Background: an optimization exercise with open tools, aiming at small area, a short achievable clock period and few clock cycles per item. Do not read the settings as production practice.
No functional check of the RTL was part of any run shown here.
Power is estimated from default activity; no workload was simulated.

==> flow/design.v, too long to show whole: its modules and the start of the top module <==
// module dwibus_codec: 1641 lines
// module dw_nor2: 3 lines
// module dw_nand4: 3 lines
// module dw_ao21: 3 lines
// module dw_ai21b: 3 lines
// module dw_xor2: 3 lines
module dwibus_codec (
    input  wire         clk,
    input  wire         rst,         
    input  wire         start,       
    input  wire         op,          
    input  wire [7:0]   self_addr,   
    input  wire [479:0] frame_in,
    output wire         ready,
    output reg          done,        
    output wire [7:0]   status,
    output wire [7:0]   crc,
    output wire [479:0] frame_out
);
  // ...
==> flow/flow/run.sh <==
#!/bin/bash
# Own layout flow: the standard flow, with each port buffered by the
# smallest buffer (buf_1) instead of the one buffer_ports picks by default.
set -euo pipefail
bash standard.sh "BUFFER_PORTS_ARGS=-buffer_cell sky130_fd_sc_hd__buf_1" finish > standard_flow.log 2>&1
==> flow/standard.sh <==
#!/bin/bash
# synth_recipe.tcl (not shown) runs the flow's synth.tcl, then flattens the netlist and writes it again
# the make line also repeats each setting of config.mk as NAME=value (left out here)
make -C /OpenROAD-flow-scripts/flow DESIGN_CONFIG=/design/flow/config.mk WORK_HOME=/design/flow/orfs CLKGATE_MAP_FILE= SYNTH_SCRIPT=/design/flow/synth_recipe.tcl "${@:-finish}"
==> flow/config.mk <==
export PLATFORM = sky130hd
export DESIGN_NAME = dwibus_codec
export DESIGN_NICKNAME = dwibus_codec
export VERILOG_FILES = /design/flow/design.v
export SDC_FILE = /design/flow/constraint.sdc
export NUM_CORES = 4
export LEC_CHECK = 0
export CAP_MARGIN = 20
export CORE_AREA = 10 10 290 290
export CTS_BUF_LIST = sky130_fd_sc_hd__clkbuf_4 sky130_fd_sc_hd__clkbuf_8
export DIE_AREA = 0 0 300 300
export PLACE_DENSITY = 0.6
export SETUP_SLACK_MARGIN = 2.3
export SLEW_MARGIN = 20
export SYNTH_HIERARCHICAL = 1
export SYNTH_MINIMUM_KEEP_SIZE = 0
==> flow/constraint.sdc <==
create_clock -name core_clock -period 5.0 [get_ports {clk}]
set_input_delay 1.0000 -clock core_clock [delete_from_list [all_inputs] [get_ports {clk}]]
set_output_delay 1.0000 -clock core_clock [all_outputs]
set_load 0.01 [all_outputs]
==> run summary, run 1 <==
- Status: no timing/DRC/antenna violations
- CP Max Fanout: 3
- Stages on worst setup path: 7
- Clock Pin Slew Worst Setup and Hold Paths: 60 ps
- Vias: 14500
- Simple-Gate Fraction of Synth Area: 1.20%
- Clock buffers: 128
- Combinational power: 0.00667 W
- Internal power: 0.00991 W
- Core area: 77600 µm²
- First drt pass iteration count: 4
- Number of port buffers: 953
- Sequential portion of the cell area: 49.1%
- Multi-In Gates: 872
- GP Congestion: 0.898
- Setup CP Type: register to register
- Worst-case reg-to-reg path depth: 7
- Critical path arrival: 3230 ps
- Tapcell count: 1040
- Post-CTS Hold Fix Bufs: 0
- Leading area contributor after synthesis: edfxtp_1
- Worst R2R End: crc_q[1]
- Max FFs per register: 440
- Utilization after layout: 37.3%
- Clock network power share: 24.6%
- GRT Total Usage: 18.8%
- Met2 usage: 32.8%
- DR top layer: met5
- Final hold viol count: 0
- Comb pwr share: 41.6%
- Largest Register: img
- Crit. End Element: register
- Max Buffers Root-to-Sink: 3
- CTS H-tree depth: 3
- Setup Skew: 50.5 ps
- Post-Syn Area per Cell: 15.9 µm²
- Root buf cell: clkbuf_8
- Postcts setup bufs: 2
- Die extent in y: 300 µm
- First DRT Iteration DRCs: 780
- Seq pwr share: 33.8%
- Hold EP: busy
- Ys flop type: edfxtp_1
==> run 2, diff against run 1 <==
--- a/flow/design.v
+++ b/flow/design.v
@@ -1615,42 +1615,36 @@
         if (!busy) begin
             img   <= fi[2*8 +: 440];
             chk_q <= chk_in;
             pre_q <= pre_in;
         end
         crc_q <= crc_syn[7:0];
         syn_q <= crc_syn[15:8];
     end
-    wire n01, n23, n45, n67;
-    wire [3:0] syn_nz;
+    wire [2:0] okz;
     wire [3:0] st;
-    dw_nor2  u_n01 (.a(syn_q[0]), .b(syn_q[1]), .y(n01));
-    dw_nor2  u_n23 (.a(syn_q[2]), .b(syn_q[3]), .y(n23));
-    dw_nor2  u_n45 (.a(syn_q[4]), .b(syn_q[5]), .y(n45));
-    dw_nor2  u_n67 (.a(syn_q[6]), .b(syn_q[7]), .y(n67));
-    dw_nand4 u_nz0 (.a(n01), .b(n23), .c(n45), .d(n67), .y(syn_nz[0]));
-    dw_nand4 u_nz1 (.a(n01), .b(n23), .c(n45), .d(n67), .y(syn_nz[1]));
-    dw_nand4 u_nz2 (.a(n01), .b(n23), .c(n45), .d(n67), .y(syn_nz[2]));
-    dw_nand4 u_nz3 (.a(n01), .b(n23), .c(n45), .d(n67), .y(syn_nz[3]));
-    dw_ao21  u_st0 (.a(chk_q), .b(syn_nz[0]), .c(pre_q[0]), .y(st[0]));
-    dw_ai21b u_st1 (.a(chk_q), .b(syn_nz[1]), .c(pre_q[1]), .y(st[1]));
-    dw_ai21b u_st2 (.a(chk_q), .b(syn_nz[2]), .c(pre_q[2]), .y(st[2]));
-    dw_ao21  u_st3 (.a(chk_q), .b(syn_nz[3]), .c(pre_q[3]), .y(st[3]));
+    dw_oai31 u_z0 (.a(syn_q[0]), .b(syn_q[1]), .c(syn_q[2]), .d(chk_q), .y(okz[0]));
+    dw_oai31 u_z1 (.a(syn_q[3]), .b(syn_q[4]), .c(syn_q[5]), .d(chk_q), .y(okz[1]));
+    dw_oai21 u_z2 (.a(syn_q[6]), .b(syn_q[7]), .c(chk_q), .y(okz[2]));
+    dw_or_nand3 u_st0 (.a(pre_q[0]), .b(okz[0]), .c(okz[1]), .d(okz[2]), .y(st[0]));
+    dw_and4     u_st1 (.a(pre_q[1]), .b(okz[0]), .c(okz[1]), .d(okz[2]), .y(st[1]));
+    dw_and4     u_st2 (.a(pre_q[2]), .b(okz[0]), .c(okz[1]), .d(okz[2]), .y(st[2]));
+    dw_or_nand3 u_st3 (.a(pre_q[3]), .b(okz[0]), .c(okz[1]), .d(okz[2]), .y(st[3]));
     assign status    = {3'b000, st[3], 1'b0, st[2:0]};
     assign crc       = crc_q;
     assign frame_out = {8'h0A, 8'h0D, crc_q, img, 8'h55, 8'hAA};
 endmodule
-module dw_nor2 (input wire a, input wire b, output wire y);
-    assign y = ~(a | b);
+module dw_oai31 (input wire a, input wire b, input wire c, input wire d, output wire y);
+    assign y = ~((a | b | c) & d);
 endmodule
-module dw_nand4 (input wire a, input wire b, input wire c, input wire d, output wire y);
-    assign y = ~(a & b & c & d);
+module dw_oai21 (input wire a, input wire b, input wire c, output wire y);
+    assign y = ~((a | b) & c);
 endmodule
-module dw_ao21 (input wire a, input wire b, input wire c, output wire y);
-    assign y = (a & b) | c;
+module dw_or_nand3 (input wire a, input wire b, input wire c, input wire d, output wire y);
+    assign y = a | ~(b & c & d);
 endmodule
-module dw_ai21b (input wire a, input wire b, input wire c, output wire y);
-    assign y = c & ~(a & b);
+module dw_and4 (input wire a, input wire b, input wire c, input wire d, output wire y);
+    assign y = a & b & c & d;
 endmodule
 module dw_xor2 (input wire a, input wire b, output wire y);
     assign y = a ^ b;
 endmodule
--- a/flow/config.mk
+++ b/flow/config.mk
@@ -5,12 +5,12 @@
 export SDC_FILE = /design/flow/constraint.sdc
 export NUM_CORES = 4
 export LEC_CHECK = 0
 export CAP_MARGIN = 20
 export CORE_AREA = 10 10 290 290
 export CTS_BUF_LIST = sky130_fd_sc_hd__clkbuf_4 sky130_fd_sc_hd__clkbuf_8
 export DIE_AREA = 0 0 300 300
 export PLACE_DENSITY = 0.6
-export SETUP_SLACK_MARGIN = 2.3
+export SETUP_SLACK_MARGIN = 2.4
 export SLEW_MARGIN = 20
 export SYNTH_HIERARCHICAL = 1
 export SYNTH_MINIMUM_KEEP_SIZE = 0
==> run summary, run 2 <==
- Post-synth cell types: 31
- Synth warnings: 7
- Overall power: 0.0162 W
- Ys flop type: edfxtp_1
- Wire per inst: 26.3 µm
- Synth area leaders: edfxtp_1 (61%), xor2_1 (31%), dfxtp_1 (3.9%), buf_4 (1.5%), xnor2_1 (0.32%)
- Net Switching: 0.00629 W
- Utilization after layout: 38.2% (+0.96 points)
- Root buf cell: clkbuf_8
- Worst IR drop on VDD: 0.284 mV
- Final hold viol count: 0 (unchanged)
- Detailed Place HPWL: 79200 µm
- Die ar.: 90000 µm²
- Vias in the first global route: 16300
- Via density per instance: 4.20
- Top-count cell post-synth: xor2_1
- Synthesized cell area: 21800 µm²
- Final wirelength: 93800 µm
- # rows: 102
- Layout area overhead: 36.2%
- Power per Cell Area: 547 nW/µm²
- Final cell count without fillers: 3568
- CP Max Fanout: 4 (+1)
- Initial Util: 28.1%
- Number of I/O pins: 990
- Clock Pin Slew Worst Setup and Hold Paths: 60 ps (about the same)
- Max FFs per register: 440 (unchanged)
- Worst setup SP type: register
- Status: no timing/DRC/antenna violations
- GP Congestion: 0.986 (+9.7%)
- Clock network power share: 23.6% (-1.0 points)
- First DRT Iteration DRCs: 944 (+21%)
- Drc violations: 0
- Post-Syn Area per Cell: 15.9 µm² (+0.31%)
- Placed cells: 3355
- Number of port buffers: 953 (unchanged)
- Chip Width: 300 µm
- Post-synthesis sequential area ratio: 65.2%
- Crit. End Element: output pin
- Leading area contributor after synthesis: edfxtp_1
- Commonest cells after routing, fill and taps aside: buf_1 (945), xor2_1 (680), edfxtp_1 (445)
- Number of enable flip-flop cells after synthesis: 445
- Setup CP Type: register to output pin
- Largest net degree at the start of global routing: 156
- First-pass GRT wire length: 125000 µm
- CTS H-tree depth: 3 (unchanged)
- Final min period: 2730 ps
- Synth top cells by count: xor2_1 (777), edfxtp_1 (445), buf_4 (44)
- Comb pwr share: 43.1% (+1.5 points)
- GRT Total Usage: 19.8% (+0.98 points)
- First drt pass iteration count: 5 (+1)
- Sw Share: 38.8%
- Fin. max-slew vios: 0
- Initial antenna violation count: 25
- Worst slew pin tran: 834 ps
- Total of max-cap violations: 0
- Post-route cell area: 29700 µm²
- Vias: 15000 (+3.2%)
- Hold crit path type: register to register
- Internal power: 0.00992 W (about the same)
- Critical path arrival: 1730 ps (-1500 ps)
- Highest clock rate: 0.367 GHz
- CP cell instances: o31ai_4, nand4b_1, buf_6
- Hold_ws: 446 ps
- Die extent in y: 300 µm (unchanged)
- Post-CTS Hold Fix Bufs: 0 (unchanged)
- Clock insertion delay at the later pin of the skew report: 700 ps
- Setup Skew: 56.6 ps (+6.11 ps)
- Relative slew slack: 44.4%
- Final worst path period share: 54.5%
- Max Buffers Root-to-Sink: 3 (unchanged)
- DP Area: 26600 µm²
- Yosys top cell area share: 61.4%
- # clock sinks: 487
- Leak Pwr: 11.0 nW
- TritonCTS clock tree: built
- Synth async-reset ratio: 0%
- Yosys reg bits: 487
- Fraction of layout cells with a size suffix above 1: 12.3%
- CP peak stage delay: 340 ps
- # setup viols final: 0
- Crit path required time: 4000 ps
- Post-Synthesis Cells: 1367
- Core area: 77600 µm² (unchanged)
- CP max-delay cell: o31ai_4
- CTS Buf Count: 87
- Most common cell after layout, fill and taps aside: buf_1
- Gr ovfl total: 0
- Seq pwr share: 33.3% (-0.5 points)
- Fin nets: 2941
- Antenna viol nets, final: 0
- RSZ-0062 raised after global routing: yes
- Largest Register: img
## run 2: routing by layer
layer  wire length (µm)  track usage (%)
met4               3350             7.78
met2              47600             34.4
met1              33400             21.5
met5                 44                0
met3               9410             7.49
## run 2: cells by family (layout without fill, tap and decap cells)
group | Yosys count | after routing | synth area share (%)
xor gates and xnor gates | 785 | 785 | 31.6
DFF | 487 | 487 | 65.2
buffers and inverters | 47 | 1167 | 1.57
and+or+nand+nor | 35 | 35 | 1.18
AOI/OAI and AO/OA | 11 | 11 | 0.431
other | 2 | 43 | 0.0345
## run 2: Yosys stat by module (local to each module, per instance)
module | cells | area [µm²] | flops+latches | times used
dw_and4 | 1 | 8.76 | 0 | 2
dw_oai21 | 1 | 5.00 | 0 | 1
dw_oai31 | 1 | 12.5 | 0 | 2
dw_or_nand3 | 1 | 8.76 | 0 | 2
dw_xor2 | 1 | 8.76 | 0 | 777
dwibus_codec | 583 | 14900 | 487 | 1
## run 2: repair_timing
item / CTS / global route
endpoints found under the setup margin: 32 / 48
pin swaps: 25 / 21
resized for setup: 82 / 44
setup buffers: 23 / 22
## run 2: power groups by stage
stage          Combinational, W  Clock [W]  Sequential, W
2_1_floorplan           0.00462          0        0.00555
3_3_place_gp            0.00660          0        0.00547
3_5_place_dp            0.00666          0        0.00548
4_1_cts                 0.00699    0.00396        0.00541
5_1_grt                 0.00775    0.00415        0.00544
6_report                0.00698    0.00383        0.00540
## run 2: area by class of cell
type                       instances  area, µm²
clock buffer                     124       1510
inverter                           2       11.3
tap                             1040       1300
clock inverter                    37        268
antenna                            7       17.5
multi-input combinational        867       8280
fill                            7643      47900
sequential                       487      14200
timing repair buffer            1004       4080
## run 2: critical path, delay by kind of cell, from the launching register on
kind,cells,cell delay [ps]
compound gates,1,340
flops,1,330
simple gates,1,220
buf+inv,1,190
## run 2: per-stage QoR
stage	setup slack, ps	setup TNS [ps]
after floorplan	-2460	-1098330
after global placement	1430	0
after detailed placement	1470	0
after CTS	2190	0
after global routing	2160	0
final	2270	0
## run 2: worst paths after layout
path,startpoint,end,cells after the start,slack [ps]
hold / removal,busy,busy,1,450
setup / recovery,syn_q[2],status[4],3,2270
setup reg to reg,img[0],crc_q[5],8,2490
hold reg to reg,busy,busy,1,450
==> run 3, diff against run 2 <==
--- a/flow/config.mk
+++ b/flow/config.mk
@@ -10,7 +10,7 @@
 export CTS_BUF_LIST = sky130_fd_sc_hd__clkbuf_4 sky130_fd_sc_hd__clkbuf_8
 export DIE_AREA = 0 0 300 300
 export PLACE_DENSITY = 0.6
-export SETUP_SLACK_MARGIN = 2.4
+export SETUP_SLACK_MARGIN = 2.3
 export SLEW_MARGIN = 20
 export SYNTH_HIERARCHICAL = 1
 export SYNTH_MINIMUM_KEEP_SIZE = 0
==> run summary, run 3 <==
- Final hold viol count: 0 (unchanged)
- Top-count cell post-synth: xor2_1
- Layout area overhead: 33.5%
- Sw Share: 38.1% (-0.70 points)
- Internal power: 0.00992 W (about the same)
- # clock sinks: 487 (unchanged)
- Max Buffers Root-to-Sink: 3 (unchanged)
- Detailed Place HPWL: 76500 µm (-3.5%)
- Crit. End Element: output pin
- Setup Skew: 49.6 ps (-7.00 ps)
- TritonCTS clock tree: built
- Root buf cell: clkbuf_8
- Antenna viol nets, final: 0 (unchanged)
- Post-route setup slack: 2350 ps (+73.1 ps)
- Fraction of layout cells with a size suffix above 1: 9.70% (-2.6 points)
- Synth area leaders: edfxtp_1 (61%), xor2_1 (31%), dfxtp_1 (3.9%), buf_4 (1.5%), xnor2_1 (0.32%)
- Fin. max-slew vios: 0 (unchanged)
- DP Area: 26500 µm² (-0.11%)
- Vias: 14600 (-2.6%)
- Post-synth cell types: 31 (unchanged)
- Largest Register: img
- Die ar.: 90000 µm² (unchanged)
- Worst R2R End: crc_q[1]
- Number of port buffers: 953 (unchanged)
- GRT Total Usage: 18.8% (-0.93 points)
- Dpl ws: 1420 ps (-50.1 ps)
- Number of enable flip-flop cells after synthesis: 445 (unchanged)
- Status: no timing/DRC/antenna violations
- Yosys top cell area share: 61.4% (unchanged)
- First-pass GRT wire length: 120000 µm (-4.2%)
- Fill cell count: 7693 (+0.65%)
- Setup CP Type: register to output pin
- Post-Syn Area per Cell: 15.9 µm² (unchanged)
- Worst setup SP type: register
- # setup viols final: 0 (unchanged)
- Largest net degree at the start of global routing: 148 (-5.1%)
- Yosys reg bits: 487 (unchanged)
- CP startpoint: syn_q[1]
- Post-Synthesis Cells: 1367 (unchanged)
- Via density per instance: 4.13 (-1.8%)
- # rows: 102 (unchanged)
- Power per Cell Area: 551 nW/µm² (+0.86%)
- Critical path arrival: 1650 ps (-80 ps)
- GP Congestion: 0.900 (-8.7%)
- Final min period: 2650 ps (-73.1 ps)
- CTS Buf Count: 87 (unchanged)
- Clock insertion delay at the later pin of the skew report: 680 ps (-20 ps)
- RSZ-0062 raised after global routing: yes
- First DRT Iteration DRCs: 809 (-14%)
- Worst R2R Setup Slack: 2420 ps (-70 ps)
- Die extent in y: 300 µm (unchanged)
- Chip Width: 300 µm (unchanged)
- Synth top cells by count: xor2_1 (777), edfxtp_1 (445), buf_4 (44)
- Commonest cells after routing, fill and taps aside: buf_1 (950), xor2_1 (724), edfxtp_1 (445)
- Vias in the first global route: 15700 (-3.9%)
- Max FFs per register: 440 (unchanged)
- First drt pass iteration count: 5 (unchanged)
- Worst-case reg-to-reg path depth: 7 (-1)
- Post-route cell area: 29100 µm² (-2.0%)
- CTS H-tree depth: 3 (unchanged)
- Ys flop type: edfxtp_1
- Number of I/O pins: 990 (unchanged)
- Wire per inst: 25.4 µm (-3.5%)
- Relative slew slack: 38.7% (-5.8 points)
- Worst slew pin tran: 920 ps (+86.4 ps)
- Crit path required time: 4000 ps (about the same)
- Clock Pin Slew Worst Setup and Hold Paths: 60 ps (about the same)
- End point of the critical path: status[1]
- Final wirelength: 89800 µm (-4.3%)
- Comb pwr share: 41.8% (-1.3 points)
- Synthesized cell area: 21800 µm² (unchanged)
- Net Switching: 0.00611 W (-2.9%)
- Hold_ws: 457 ps (+11.3 ps)
- Synth warnings: 7 (unchanged)
- Leak Pwr: 10.8 nW (-1.8%)
- Highest clock rate: 0.377 GHz (+2.8%)
- Clock network power share: 24.5% (+0.9 points)
- Synth async-reset ratio: 0% (unchanged)
- Drc violations: 0 (unchanged)
- Initial antenna violation count: 18 (-28%)
- Total of max-cap violations: 0 (unchanged)
- Final worst path period share: 53.1% (-1.5 points)
- Worst IR drop on VDD: 0.308 mV (+8.6%)
- Fin nets: 2920 (-0.71%)
- Post-CTS Hold Fix Bufs: 0 (unchanged)
- Initial Util: 28.1% (unchanged)
- Reg-to-Reg Start: img[162]
- Core area: 77600 µm² (unchanged)
- Leading area contributor after synthesis: edfxtp_1
- Seq pwr share: 33.7% (+0.4 points)
- Post-synthesis sequential area ratio: 65.2% (unchanged)
- Hold crit path type: register to register
- CP Max Fanout: 4 (unchanged)
- Gr ovfl total: 0 (unchanged)
- Most common cell after layout, fill and taps aside: buf_1
[run 3: what timing repair did]
item                                   in CTS  in global routing
endpoints found under the hold margin       0                  0
buffers inserted                            6                 18
setup endpoints to repair                  25                 24
gates resized for setup                    45                 25
pin swaps                                  10                 10
[run 3: cell type report]
type                       instances  area [µm²]  area share (%)
antenna                            5        12.5          0.0430
clock buffer                     124        1490            5.12
clock inverter                    32         334            1.15
inverter                           2        11.3          0.0387
multi-input combinational        867        7860            27.0
sequential                       487       14200            48.9
tap                             1040        1300            4.47
timing repair buffer             983        3870            13.3
[run 3: cell families after synthesis]
logic type      count (synthesis)  share of synthesized area, %
xor+xnor                      785                          31.6
flops                         487                          65.2
buf+inv                        47                          1.57
simple gates                   35                          1.18
compound gates                 11                         0.431
other cells                     2                        0.0345
[run 3: power by group through the flow]
| stage | logic (W) | clock network, W | registers [W] |
|---|---|---|---|
| after floorplan | 0.00460 | 0 | 0.00555 |
| after global placement | 0.00655 | 0 | 0.00549 |
| after detailed placement | 0.00658 | 0 | 0.00549 |
| after CTS | 0.00673 | 0.00405 | 0.00543 |
| after global routing | 0.00742 | 0.00421 | 0.00545 |
| final | 0.00671 | 0.00392 | 0.00540 |
[run 3: worst min path at each step]
stage                  start  endpoint  slack, ps  cells after the start
2_1_floorplan           busy      busy        420                      1
3_3_place_gp            busy      busy        450                      1
3_5_place_dp            busy      busy        460                      1
4_1_cts        frame_in[316]  img[300]        390                      1
5_1_grt        frame_in[442]  img[426]        420                      1
6_report                busy      busy        460                      1
[run 3: worst max-delay path, stage by stage, from the launching register on]
cell and delay [ps]:
dfxtp_2 320, o31ai_4 290, and4_1 260, buf_6 110
[run 3: layer usage]
metal	GRT usage, %	routed length [µm]	vias to the layer above
li1	-	-	6691
met1	21.2	33200	7033
met2	33.5	46300	741
met3	6.27	8050	126
met4	5.30	2210	14
met5	0	86	-
[run 3: Yosys stat by module (local to each module, per instance)]
module        cells  flops+latches
dwibus_codec    583            487
dw_and4           1              0
dw_oai31          1              0
dw_oai21          1              0
dw_or_nand3       1              0
dw_xor2           1              0
[run 3: metrics by stage]
stage | setup TNS [ps] | instances | util, % | power, W
final | 0 | 3540 | 37.5 | 0.0160
after detailed placement | 0 | 3355 | 34.2 | 0.0121
after floorplan | -1098330 | 1401 | - | 0.0102
after global placement | 0 | 3355 | 34.2 | 0.0120
after global routing | 0 | 3536 | 37.5 | 0.0171
after CTS | 0 | 3517 | 37.0 | 0.0162

[port drivers added, routing unchanged]
In the flow no input, the clock included, has a driving cell. The finished layouts below were timed again as built, in two steps.
Step 1, drivers: a clkbuf_16 drives clk and a buf_2 each remaining input, both assumed.
Step 2, shift: input delay + t, output delay - t, t = (earliest + latest rising clock arrival at the registers) / 2. This alone moves slack from input paths to output paths.
Three values: no drivers, after step 1, after step 2; two values: the first two.
run	shift t [ns]	slack for setup (ns)	clock arrival spread, ns	worst register clock-pin slew, ns	worst data-port slew with drivers (ns)
run 1	0.708	2.356 / 2.335 / 1.724	0.056 / 0.056	0.07 / 0.07	0.28
run 2	0.728	2.273 / 2.217 / 1.747	0.065 / 0.065	0.07 / 0.07	0.24
run 3	0.713	2.346 / 2.290 / 1.694	0.054 / 0.054	0.07 / 0.07	0.25
After both steps every run listed still meets setup and hold. For run 3, which loses most, drivers alone change the setup slack by -0.056 ns; drivers and shift together by -0.652 ns.
